Context: an optimization exercise on an open-source flow, tuned for small area, a short achievable clock period and few clock cycles. The choices shown serve that exercise and are no tape-out recipe. The RTL was checked by simulation tests, not by an equivalence proof against the original design.

==> flow/design.v <==
module snake_field_unit (
    input  wire         clk,
    input  wire         rst,
    input  wire         in_valid,
    output wire         in_ready,
    input  wire [3:0]   op,
    input  wire [232:0] a,
    input  wire [232:0] b,
    input  wire [7:0]   imm,
    output reg          out_valid,
    output wire [232:0] out_data,
    output reg          out_err,
    output reg          out_z
);
    localparam M  = 233;
    localparam D  = 40;                  
    localparam NC = (M + D - 1) / D;     
    localparam L  = NC * D;              
    localparam CW = 3;                   
    localparam H  = D / 2;               
    localparam G  = (H + 1) / 2;         
    localparam DX = 9 * G;               
    localparam [3:0] OP_ZERO   = 4'h1;
    localparam [3:0] OP_COPY   = 4'h2;
    localparam [3:0] OP_ISZERO = 4'h3;
    localparam [3:0] OP_ADD    = 4'h4;
    localparam [3:0] OP_MULX   = 4'h5;
    localparam [3:0] OP_MUL    = 4'h6;
    localparam [3:0] OP_SQR    = 4'h7;
    localparam [3:0] OP_ITPOW  = 4'h8;
    localparam [3:0] OP_INV    = 4'h9;
    localparam [1:0] S_IDLE = 2'd0;
    localparam [1:0] S_SQ   = 2'd1;
    localparam [1:0] S_MUL  = 2'd2;
    reg [1:0]    state;
    reg          idle;        
    reg          inv_mode;    
    reg          by_a0;       
    reg          sq_first;    
    reg [3:0]    step;        
    reg [7:0]    rem;         
    reg [3:0]    tap;         
    reg [CW-1:0] cnt;         
    reg [L-1:0]  a0;          
    reg [L-1:0]  beta;        
    reg [DX-1:0] dx;          
    reg [M-1:0]  sq;          
    reg [M-1:0]  acc;         
    assign in_ready = idle;
    assign out_data = acc;
    wire accept = in_valid && idle;
    reg [7:0] nxt_nsq;        
    always @* begin
        case (step)
            4'd0:    nxt_nsq = 8'd1;
            4'd1:    nxt_nsq = 8'd3;
            4'd2:    nxt_nsq = 8'd1;
            4'd3:    nxt_nsq = 8'd7;
            4'd4:    nxt_nsq = 8'd14;
            4'd5:    nxt_nsq = 8'd1;
            4'd6:    nxt_nsq = 8'd29;
            4'd7:    nxt_nsq = 8'd58;
            4'd8:    nxt_nsq = 8'd116;
            default: nxt_nsq = 8'd1;
        endcase
    end
    wire step_by_a0 = (step == 4'd0) || (step == 4'd1) || (step == 4'd3) ||
                      (step == 4'd6);
    function [3:0] fpick;
        input [7:0] n;
        begin
            if (n[7:3] != 5'd0)  fpick = 4'b1000;
            else if (n[2])       fpick = 4'b0100;
            else if (n[1])       fpick = 4'b0010;
            else                 fpick = 4'b0001;
        end
    endfunction
    function [M-1:0] fsq;
        input [M-1:0] v;
        reg [2*M-2:0] w;
        integer i;
        begin
            w = {(2*M-1){1'b0}};
            for (i = 0; i < M; i = i + 1)
                w[2*i] = v[i];
            for (i = 2*M-2; i >= M; i = i - 1) begin
                w[i-M]    = w[i-M] ^ w[i];
                w[i-M+74] = w[i-M+74] ^ w[i];
            end
            fsq = w[M-1:0];
        end
    endfunction
    function [M-1:0] fmulx;
        input [M-1:0] v;
        begin
            fmulx = {v[M-2:0], 1'b0};
            fmulx[0]  = v[M-1];
            fmulx[74] = v[73] ^ v[M-1];
        end
    endfunction
    wire [M-1:0] s1 = fsq(acc);
    wire [M-1:0] s2 = fsq(s1);
    wire [M-1:0] s3 = fsq(s2);
    wire [M-1:0] s4 = fsq(s3);
    wire [M-1:0] s5 = fsq(s4);
    wire [M-1:0] s6 = fsq(s5);
    wire [M-1:0] s7 = fsq(s6);
    wire [M-1:0] s8 = fsq(s7);
    wire [M-1:0] sq_next = ({M{tap[3]}} & s8) | ({M{tap[2]}} & s4) |
                           ({M{tap[1]}} & s2) | ({M{tap[0]}} & s1);
    wire sq_last = (rem == 8'd0);
    wire to_mul  = sq_last && inv_mode && (step != 4'd10);
    function [DX-1:0] fdexp;
        input [D-1:0] d;
        reg [H-1:0]   y;
        reg [2*G-1:0] yp;
        integer k;
        begin
            for (k = 0; k < 3; k = k + 1) begin
                y  = (k == 0) ? d[H-1:0] : (k == 1) ? d[D-1:H] : (d[H-1:0] ^ d[D-1:H]);
                yp = {{(2*G-H){1'b0}}, y};
                fdexp[(3*k)*G   +: G] = yp[G-1:0];
                fdexp[(3*k+1)*G +: G] = yp[2*G-1:G];
                fdexp[(3*k+2)*G +: G] = yp[G-1:0] ^ yp[2*G-1:G];
            end
        end
    endfunction
    function [2*G-2:0] fclmul_g;
        input [G-1:0] x;
        input [G-1:0] y;
        integer i;
        begin
            fclmul_g = {(2*G-1){1'b0}};
            for (i = 0; i < G; i = i + 1)
                if (y[i]) fclmul_g = fclmul_g ^ ({{(G-1){1'b0}}, x} << i);
        end
    endfunction
    function [2*H-2:0] fclmul;
        input [H-1:0]   x;
        input [3*G-1:0] ye;
        reg [2*G-1:0] xp;
        reg [2*G-2:0] ll, hh, mm;
        reg [4*G-2:0] r;
        begin
            xp = {{(2*G-H){1'b0}}, x};
            ll = fclmul_g(xp[G-1:0], ye[G-1:0]);
            hh = fclmul_g(xp[2*G-1:G], ye[2*G-1:G]);
            mm = fclmul_g(xp[G-1:0] ^ xp[2*G-1:G], ye[3*G-1:2*G]);
            r = {{(2*G){1'b0}}, ll} ^ ({{(2*G){1'b0}}, mm ^ ll ^ hh} << G)
                ^ ({{(2*G){1'b0}}, hh} << (2*G));
            fclmul = r[2*H-2:0];
        end
    endfunction
    wire [L-1:0] sq_pad = {{(L-M){1'b0}}, sq};
    reg [M+D-1:0] t;
    reg [M-1:0]   acc_next;
    reg [2*H-2:0] kl, kh, km;
    reg [L+D-1:0] kp;
    integer j;
    always @* begin
        kp = {(L+D){1'b0}};
        for (j = 0; j < NC; j = j + 1) begin
            kl = fclmul(sq_pad[j*D +: H], dx[0 +: 3*G]);
            kh = fclmul(sq_pad[j*D+H +: H], dx[3*G +: 3*G]);
            km = fclmul(sq_pad[j*D +: H] ^ sq_pad[j*D+H +: H], dx[6*G +: 3*G]);
            kp = kp ^ ({{(L+D-2*H+1){1'b0}}, kl} << (j*D))
                    ^ ({{(L+D-2*H+1){1'b0}}, km ^ kl ^ kh} << (j*D+H))
                    ^ ({{(L+D-2*H+1){1'b0}}, kh} << (j*D+2*H));
        end
        t = {acc, {D{1'b0}}} ^ kp[M+D-1:0];
        acc_next = t[M-1:0] ^ {{(M-D){1'b0}}, t[M+D-1:M]}
                            ^ ({{(M-D){1'b0}}, t[M+D-1:M]} << 74);
    end
    reg [M-1:0] in_res;
    always @* begin
        case (op)
            OP_COPY, OP_SQR, OP_ITPOW, OP_INV: in_res = a;
            OP_ADD:  in_res = a ^ b;
            OP_MULX: in_res = fmulx(a);
            default: in_res = {M{1'b0}};
        endcase
    end
    wire a_zero  = (a == {M{1'b0}});
    wire illegal = (op == 4'h0) || (op > OP_INV);
    wire [L-1:0] a_pad = {{(L-M){1'b0}}, a};
    wire [L-1:0] b_pad = {{(L-M){1'b0}}, b};
    wire [L-1:0] acc_pad = {{(L-M){1'b0}}, acc};
    always @(posedge clk) begin
        case (state)
            S_IDLE: begin
                acc  <= in_res;
                sq   <= a;
                a0   <= a_pad;
                beta <= b_pad;
                dx   <= fdexp(b_pad[L-1:L-D]);
                out_z   <= (op == OP_ISZERO) && a_zero;
                out_err <= illegal || ((op == OP_INV) && a_zero);
            end
            S_SQ: begin
                if (sq_first)
                    beta <= acc_pad;
                if (to_mul) begin
                    sq  <= sq_next;
                    acc <= {M{1'b0}};
                end else begin
                    acc <= sq_next;
                end
                dx <= fdexp(step_by_a0 ? a0[L-1:L-D] :
                            sq_first   ? acc_pad[L-1:L-D] : beta[L-1:L-D]);
            end
            default: begin
                acc  <= acc_next;
                a0   <= {a0[L-D-1:0], a0[L-1:L-D]};
                beta <= {beta[L-D-1:0], beta[L-1:L-D]};
                dx   <= fdexp(by_a0 ? a0[L-D-1:L-2*D] : beta[L-D-1:L-2*D]);
            end
        endcase
        if (rst) begin
            state     <= S_IDLE;
            idle      <= 1'b1;
            inv_mode  <= 1'b0;
            by_a0     <= 1'b0;
            sq_first  <= 1'b0;
            step      <= 4'd0;
            rem       <= 8'd0;
            tap       <= 4'b0001;
            cnt       <= 0;
            out_valid <= 1'b0;
        end else begin
            out_valid <= 1'b0;
            case (state)
                S_IDLE: begin
                    inv_mode <= 1'b0;
                    step     <= 4'd0;
                    by_a0    <= 1'b0;
                    sq_first <= 1'b1;
                    cnt      <= NC - 1;
                    rem      <= 8'd0;
                    tap      <= 4'b0001;
                    if (accept) begin
                        case (op)
                            OP_MUL: begin
                                state <= S_MUL;
                                idle  <= 1'b0;
                            end
                            OP_SQR: begin
                                state <= S_SQ;
                                idle  <= 1'b0;
                            end
                            OP_ITPOW: begin
                                tap <= fpick(imm);
                                rem <= imm - {4'd0, fpick(imm)};
                                if (imm == 8'd0) begin
                                    out_valid <= 1'b1;
                                end else begin
                                    state <= S_SQ;
                                    idle  <= 1'b0;
                                end
                            end
                            OP_INV: begin
                                inv_mode <= 1'b1;
                                state    <= S_SQ;
                                idle     <= 1'b0;
                            end
                            default: begin
                                out_valid <= 1'b1;
                            end
                        endcase
                    end
                end
                S_SQ: begin
                    sq_first <= 1'b0;
                    tap      <= fpick(rem);
                    rem      <= rem - {4'd0, fpick(rem)};
                    if (sq_last) begin
                        if (to_mul) begin
                            by_a0 <= step_by_a0;
                            cnt   <= NC - 1;
                            state <= S_MUL;
                        end else begin
                            out_valid <= 1'b1;
                            state     <= S_IDLE;
                            idle      <= 1'b1;
                        end
                    end
                end
                default: begin
                    cnt <= cnt - 1'b1;
                    if (cnt == 0) begin
                        if (inv_mode) begin
                            step     <= step + 4'd1;
                            sq_first <= 1'b1;
                            tap      <= fpick(nxt_nsq);
                            rem      <= nxt_nsq - {4'd0, fpick(nxt_nsq)};
                            state    <= S_SQ;
                        end else begin
                            out_valid <= 1'b1;
                            state     <= S_IDLE;
                            idle      <= 1'b1;
                        end
                    end
                end
            endcase
        end
    end
endmodule
==> flow/config.mk <==
export PLATFORM = sky130hd
export DESIGN_NAME = snake_field_unit
export DESIGN_NICKNAME = snake_field_unit
export VERILOG_FILES = /design/flow/design.v
export SDC_FILE = /design/flow/constraint.sdc
export NUM_CORES = 4
export LEC_CHECK = 0
export CAP_MARGIN = 20
export CELL_PAD_IN_SITES_DETAIL_PLACEMENT = 1
export CELL_PAD_IN_SITES_GLOBAL_PLACEMENT = 2
export CORE_MARGIN = 2
export CORE_UTILIZATION = 25
export MIN_ROUTING_LAYER = met2
export PLACE_DENSITY = 0.45
export SETUP_SLACK_MARGIN = 1.3
export SLEW_MARGIN = 20
export TNS_END_PERCENT = 0
==> flow/constraint.sdc <==
create_clock -name core_clock -period 5.0 [get_ports {clk}]
set_input_delay 1.0000 -clock core_clock [delete_from_list [all_inputs] [get_ports {clk}]]
set_output_delay 1.0000 -clock core_clock [all_outputs]
set_load 0.01 [all_outputs]
run.sh (not shown) runs the stock make flow with config.mk's settings and CLKGATE_MAP_FILE= SYNTH_SCRIPT=/design/flow/synth_recipe.tcl, a recipe that flattens the netlist after the stock synthesis.
The starting point did not get past global routing on GRT-0116.
Testbench counts at the start, summed over its fixed seeds: cycles 12,308.
==> next run, changes <==
--- a/flow/design.v
+++ b/flow/design.v
@@ -124,16 +124,34 @@
                 fdexp[(3*k+2)*G +: G] = yp[G-1:0] ^ yp[2*G-1:G];
             end
         end
     endfunction
+    localparam F = (G + 1) / 2;
+    function [2*F-2:0] fclmul_f;
+        input [F-1:0] x;
+        input [F-1:0] y;
+        integer i;
+        begin
+            fclmul_f = {(2*F-1){1'b0}};
+            for (i = 0; i < F; i = i + 1)
+                if (y[i]) fclmul_f = fclmul_f ^ ({{(F-1){1'b0}}, x} << i);
+        end
+    endfunction
     function [2*G-2:0] fclmul_g;
         input [G-1:0] x;
         input [G-1:0] y;
-        integer i;
+        reg [2*F-1:0] xp, yp;
+        reg [2*F-2:0] ll, hh, mm;
+        reg [4*F-2:0] r;
         begin
-            fclmul_g = {(2*G-1){1'b0}};
-            for (i = 0; i < G; i = i + 1)
-                if (y[i]) fclmul_g = fclmul_g ^ ({{(G-1){1'b0}}, x} << i);
+            xp = {{(2*F-G){1'b0}}, x};
+            yp = {{(2*F-G){1'b0}}, y};
+            ll = fclmul_f(xp[F-1:0], yp[F-1:0]);
+            hh = fclmul_f(xp[2*F-1:F], yp[2*F-1:F]);
+            mm = fclmul_f(xp[F-1:0] ^ xp[2*F-1:F], yp[F-1:0] ^ yp[2*F-1:F]);
+            r = {{(2*F){1'b0}}, ll} ^ ({{(2*F){1'b0}}, mm ^ ll ^ hh} << F)
+                ^ ({{(2*F){1'b0}}, hh} << (2*F));
+            fclmul_g = r[2*G-2:0];
         end
     endfunction
     function [2*H-2:0] fclmul;
         input [H-1:0]   x;
What happened: The changed run failed in global routing. Synthesized area goes down by 5.2%. Synthesized cell count goes down by 8.8%.
Testbench counts after the change, summed over its fixed seeds: cycles 12,308.
